This design comes from an exercise in tuning for small area, a short achievable clock period and few clock cycles per item on the open sky130 flow, not from production work. Only simulation tests tie the RTL to the original design; equivalence was not proved. No activity file was given, so power comes from the tool's default toggle rates.

==> flow/design.v <==
module ws_crc16_byte (
  input  wire [15:0] crc_in,
  input  wire [7:0]  data,
  output wire [15:0] crc_out
);
  wire [7:0]  x0 = crc_in[15:8] ^ data;
  wire [7:0]  x  = x0 ^ {4'd0, x0[7:4]};
  assign crc_out = {crc_in[7:0], 8'd0} ^ {x[3:0], 12'd0} ^ {3'd0, x, 5'd0} ^ {8'd0, x};
endmodule
module ws_framer (
  input  wire        clk,
  input  wire        rst,
  input  wire        in_valid,
  input  wire [7:0]  in_data,
  output wire        in_ready,
  input  wire        ev_take,
  output reg         ev_valid,
  output reg         ev_crc_err,
  output reg  [1:0]  ev_tag,
  output reg  [7:0]  ev_command,
  output reg  [7:0]  ev_status,
  output reg  [7:0]  ev_length,
  output reg  [63:0] ev_raw,
  output reg  [15:0] ev_stored,
  output reg  [15:0] ev_computed,
  output wire        load1,        
  output wire        load2         
);
  reg  [5:0] pos;
  reg        rdy;                  
  assign in_ready = rdy;
  wire acc    = in_valid && rdy;
  wire is_aa  = (in_data == 8'hAA);
  wire is_tag = (in_data == 8'h01) || (in_data == 8'h02) || (in_data == 8'h03);
  reg  [5:0] pos_n;
  always @* begin
    pos_n = pos;
    if (acc)
      case (pos)
        6'd0: pos_n = is_aa ? 6'd1 : 6'd0;
        6'd1: pos_n = is_tag ? 6'd2 : is_aa ? 6'd1 : 6'd0;
        6'd2: pos_n = (in_data == 8'h55) ? 6'd3 : is_aa ? 6'd1 : 6'd0;
        6'd3: pos_n = (in_data == 8'hC3) ? 6'd4 : is_aa ? 6'd1 : 6'd0;
        default: pos_n = pos + 6'd1;    
      endcase
  end
  wire evv_n = (ev_valid && !ev_take) || (acc && pos == 6'd63);
  always @(posedge clk) begin
    if (rst) begin
      pos      <= 6'd0;
      rdy      <= 1'b1;
      ev_valid <= 1'b0;
    end else begin
      pos      <= pos_n;
      rdy      <= !evv_n || (pos_n == 6'd0);
      ev_valid <= evv_n;
    end
  end
  assign load1 = (pos == 6'd9 && ev_tag == 2'd0) || (pos == 6'd11 && ev_tag != 2'd0);
  assign load2 = (pos == 6'd11 && ev_tag == 2'd0) || (pos == 6'd15 && ev_tag == 2'd1);
  wire [15:0] crc_next;
  ws_crc16_byte u_crc (.crc_in(ev_computed), .data(in_data), .crc_out(crc_next));
  always @(posedge clk) begin
    if (acc) begin
      if (pos == 6'd1) ev_tag <= in_data[1:0] - 2'd1;
      if (pos == 6'd3) ev_computed <= 16'hFFFF;
      if (pos >= 6'd4 && pos <= 6'd61)
        ev_computed <= crc_next;
      if (pos == 6'd4)  ev_command    <= in_data;
      if (pos == 6'd5)  ev_status     <= in_data;
      if (pos == 6'd6)  ev_length     <= in_data;
      if (pos == 6'd7)  ev_raw[7:0]   <= in_data;
      if (pos == 6'd8)  ev_raw[15:8]  <= in_data;
      if (pos == 6'd9)  ev_raw[23:16] <= in_data;
      if (pos == 6'd10) ev_raw[31:24] <= in_data;
      if (pos == 6'd11) ev_raw[39:32] <= in_data;
      if (pos == 6'd12) ev_raw[47:40] <= in_data;
      if (pos == 6'd13) ev_raw[55:48] <= in_data;
      if (pos == 6'd14) ev_raw[63:56] <= in_data;
      if (pos == 6'd62) ev_stored[15:8] <= in_data;
      if (pos == 6'd63) begin
        ev_stored[7:0] <= in_data;
        ev_crc_err     <= (ev_computed != {ev_stored[15:8], in_data});
      end
    end
  end
endmodule
module ws_div_f64 #(
  parameter RW = 7                  
) (
  input  wire         clk,
  input  wire         rst,
  input  wire         start,        
  input  wire         sel25,        
  input  wire         sel125,       
  input  wire         sgn,
  input  wire [23:0]  lv,
  input  wire [10:0]  ex0,
  output reg          sign,
  output reg  [10:0]  expo,
  output reg  [51:0]  frac
);
  reg          pre, post;
  reg          odd;                 
  reg          ext;                 
  reg  [4:0]   cnt;
  reg  [RW-1:0] rem;
  reg          t_hi, t_lo;          
  wire d25  = sel25;
  wire d125 = (RW == 7) && sel125;
  wire b_hi = (odd ? ext      : frac[51]) | t_hi;
  wire b_lo = (odd ? frac[51] : frac[50]) | t_lo;
  wire [7:0] x1a = {3'd0, rem[4:0], b_hi};
  wire       g1a = (x1a >= 8'd25);
  wire [7:0] y1a = g1a ? x1a - 8'd25 : x1a;
  wire [7:0] x2a = {2'd0, y1a[4:0], b_lo};
  wire       g2a = (x2a >= 8'd25);
  wire [7:0] y2a = g2a ? x2a - 8'd25 : x2a;
  wire [7:0] x1b = {rem, b_hi};
  wire       g1b = (x1b >= 8'd125);
  wire [7:0] y1b = g1b ? x1b - 8'd125 : x1b;
  wire [7:0] x2b = {y1b[RW-1:0], b_lo};
  wire       g2b = (x2b >= 8'd125);
  wire [7:0] y2b = g2b ? x2b - 8'd125 : x2b;
  wire          q_hi = d25 ? g1a : d125 ? g1b : b_hi;
  wire          q_lo = d25 ? g2a : d125 ? g2b : b_lo;
  wire [RW-1:0] r1   = d125 ? y1b[RW-1:0] : d25 ? y1a[RW-1:0] : {RW{1'b0}};
  wire [RW-1:0] r2   = d125 ? y2b[RW-1:0] : d25 ? y2a[RW-1:0] : {RW{1'b0}};
  wire [4:0]  cnt_n = cnt + 5'd1;
  always @(posedge clk) begin
    if (rst) begin
      pre  <= 1'b0;
      post <= 1'b0;
    end else if (start) begin
      pre  <= (lv != 24'd0);
      post <= 1'b0;
    end else if (pre) begin
      if (q_hi || q_lo) begin
        pre  <= 1'b0;
        post <= 1'b1;
      end
    end else if (post) begin
      if (cnt == 5'd25)
        post <= 1'b0;
    end
  end
  always @(posedge clk)
    ext <= frac[50];
  always @(posedge clk) begin
    if (start) begin
      sign <= sgn;
      frac <= {lv, 28'd0};
      rem  <= {RW{1'b0}};
      cnt  <= 5'd0;
      odd  <= 1'b0;
      expo <= (lv == 24'd0) ? 11'd0 : ex0;
      t_hi <= 1'b0;
      t_lo <= 1'b0;
    end else if (pre) begin
      frac <= {frac[49:0], 2'b00};
      rem  <= (q_hi && !odd) ? r1 : r2;
      odd  <= q_hi;
      expo <= expo - 11'd2;
    end else if (post) begin
      frac <= {frac[49:0], q_hi, q_lo};
      rem  <= r2;
      cnt  <= cnt_n;
      if (cnt == 5'd0)
        expo <= expo + (odd ? 11'd2 : 11'd1);
      t_hi <= (d25 && cnt_n == 5'd24) || (d125 && (cnt_n == 5'd23 || cnt_n == 5'd24 || cnt_n == 5'd25));
      t_lo <= (d25 && cnt_n == 5'd24) || (d125 && (cnt_n == 5'd23 || cnt_n == 5'd24));
    end
  end
endmodule
module ws_f32_to_f64 #(
  parameter TRACTION = 1            
) (
  input  wire [1:0]  mode,
  input  wire [15:0] n,             
  input  wire [15:0] w,             
  input  wire [31:0] f,             
  output reg  [23:0] lv,            
  output reg  [10:0] ex0            
);
  wire [7:0]  e   = f[30:23];
  wire [15:0] mag = n[15] ? (16'd0 - n) : n;
  always @* begin
    if (mode[0]) begin
      lv  = {(e != 8'd0), f[22:0]};
      ex0 = (e == 8'hFF) ? 11'h7FF : (e == 8'd0) ? 11'd897 : ({3'd0, e} + 11'd896);
    end else if (TRACTION && mode[1]) begin
      lv  = {w, 8'd0};
      ex0 = 11'd1035;
    end else begin
      lv  = {mag, 8'd0};
      ex0 = 11'd1036;
    end
  end
endmodule
module ws_decoder (
  input  wire [1:0]  tag,
  input  wire [63:0] raw,
  output wire        sign1,
  output wire        sign2
);
  assign sign1 = (tag == 2'd0) ? raw[15] : (tag == 2'd1) ? raw[31] : 1'b0;
  assign sign2 = (tag == 2'd0) ? raw[31] : raw[63];
endmodule
module ws_frame_rx (
  input  wire        clk,
  input  wire        rst,
  input  wire        in_valid,
  input  wire [7:0]  in_data,
  output wire        in_ready,
  output wire        ev_valid,
  input  wire        ev_ready,
  output wire        ev_crc_err,
  output wire [1:0]  ev_tag,
  output wire [7:0]  ev_command,
  output wire [7:0]  ev_status,
  output wire [7:0]  ev_length,
  output wire [63:0] ev_raw,
  output wire [63:0] ev_value1,
  output wire [63:0] ev_value2,
  output wire [15:0] ev_stored,
  output wire [15:0] ev_computed
);
  wire load1, load2;
  ws_framer u_framer (
    .clk(clk), .rst(rst),
    .in_valid(in_valid), .in_data(in_data), .in_ready(in_ready),
    .ev_take(ev_valid && ev_ready), .ev_valid(ev_valid),
    .ev_crc_err(ev_crc_err), .ev_tag(ev_tag), .ev_command(ev_command),
    .ev_status(ev_status), .ev_length(ev_length), .ev_raw(ev_raw),
    .ev_stored(ev_stored), .ev_computed(ev_computed),
    .load1(load1), .load2(load2)
  );
  wire [23:0] lv1;
  wire [10:0] ex1;
  ws_f32_to_f64 #(.TRACTION(1)) u_op1 (
    .mode(ev_tag), .n(ev_raw[15:0]), .w(ev_raw[31:16]), .f(ev_raw[31:0]),
    .lv(lv1), .ex0(ex1)
  );
  ws_div_f64 #(.RW(7)) u_eng1 (
    .clk(clk), .rst(rst), .start(load1),
    .sel25(ev_tag == 2'd0), .sel125(ev_tag == 2'd2), .sgn(sgn1),
    .lv(lv1), .ex0(ex1),
    .sign(ev_value1[63]), .expo(ev_value1[62:52]), .frac(ev_value1[51:0])
  );
  wire [23:0] lv2;
  wire [10:0] ex2;
  ws_f32_to_f64 #(.TRACTION(0)) u_op2 (
    .mode(ev_tag), .n(ev_raw[31:16]), .w(16'd0), .f(ev_raw[63:32]),
    .lv(lv2), .ex0(ex2)
  );
  ws_div_f64 #(.RW(5)) u_eng2 (
    .clk(clk), .rst(rst), .start(load2),
    .sel25(ev_tag == 2'd0), .sel125(1'b0), .sgn(sgn2),
    .lv(lv2), .ex0(ex2),
    .sign(ev_value2[63]), .expo(ev_value2[62:52]), .frac(ev_value2[51:0])
  );
  wire sgn1, sgn2;
  ws_decoder u_sign (
    .tag(ev_tag), .raw(ev_raw), .sign1(sgn1), .sign2(sgn2)
  );
endmodule
export LEC_CHECK = 0
export ABC_AREA = 1
export CAP_MARGIN = 20
export CORE_MARGIN = 2
export CORE_UTILIZATION = 50
export CTS_BUF_LIST = sky130_fd_sc_hd__clkbuf_8
export CTS_CLUSTER_DIAMETER = 50
export CTS_CLUSTER_SIZE = 20
export PLACE_DENSITY = 0.6
export SETUP_SLACK_MARGIN = 5
export SLEW_MARGIN = 20
create_clock -name core_clock -period 9.0 [get_ports {clk}]
standard.sh (not shown) runs the stock make flow with config.mk's settings and CLKGATE_MAP_FILE= SYNTH_SCRIPT=/design/flow/synth_recipe.tcl, a recipe that flattens the netlist after the stock synthesis.
==> flow/flow/run.sh <==
#!/bin/bash
# Own flow: the standard layout (standard.sh, unchanged synthesis) with
# a tighter setup target for repair_timing and the smallest buffer on the
# ports. All tool output goes to logs in this folder.
set -euo pipefail
MARGIN=${MARGIN:-5.6}
sed -e "s/SETUP_SLACK_MARGIN=[0-9.]*/SETUP_SLACK_MARGIN=$MARGIN/" \
    -e "s|\"\${@:-finish}\"|BUFFER_PORTS_ARGS='-buffer_cell sky130_fd_sc_hd__buf_1' \"\${@:-finish}\"|" \
    standard.sh > standard_own.sh
bash standard_own.sh > standard_own.log 2>&1
Testbench counts at the start, summed over its fixed seeds: cycles 24,942, bytes 24,934.
Next try:
--- a/flow/flow/run.sh
+++ b/flow/flow/run.sh
@@ -5,3 +5,3 @@
 set -euo pipefail
-MARGIN=${MARGIN:-5.6}
+MARGIN=${MARGIN:-5.8}
 sed -e "s/SETUP_SLACK_MARGIN=[0-9.]*/SETUP_SLACK_MARGIN=$MARGIN/" \
Outcome: Final cell count rose by 0.66%. Sequential power hardly moves. Setup slack improves by 190 ps. Power grows by 0.51%. Utilization goes up by 0.91 points. Clock power came out higher by about 0.4%. Sequential share of layout area fell by 0.70 points.

[what the ideal ports hide]
In the flow no input, the clock included, has a driving cell. The finished layouts below were timed again as built, in two steps.
Step 1 (the two cells are an assumption about what drives the block):
set clk [get_ports {clk}]
set_driving_cell -lib_cell sky130_fd_sc_hd__clkbuf_16 $clk
set_driving_cell -lib_cell sky130_fd_sc_hd__buf_2 [delete_from_list [all_inputs] $clk]
Step 2 moves the port delays by t, midway between the first and last clock arrival at a register: inputs arrive t later, outputs are due t later. That takes back most of the time a late clock gives input paths.
Slacks: ideal ports / drivers / drivers and shift; pairs: ideal ports / drivers.
run | shift t [ns] | setup WS [ns] | worst setup path after step 2
the first run | 0.582 | 5.670 / 5.625 / 5.355 | input to register
the second run | 0.585 | 5.862 / 5.817 / 5.392 | input to register
After both steps every run listed still meets setup and hold. For the second run, which loses most, drivers alone change the setup slack by -0.045 ns; drivers and shift together by -0.470 ns.
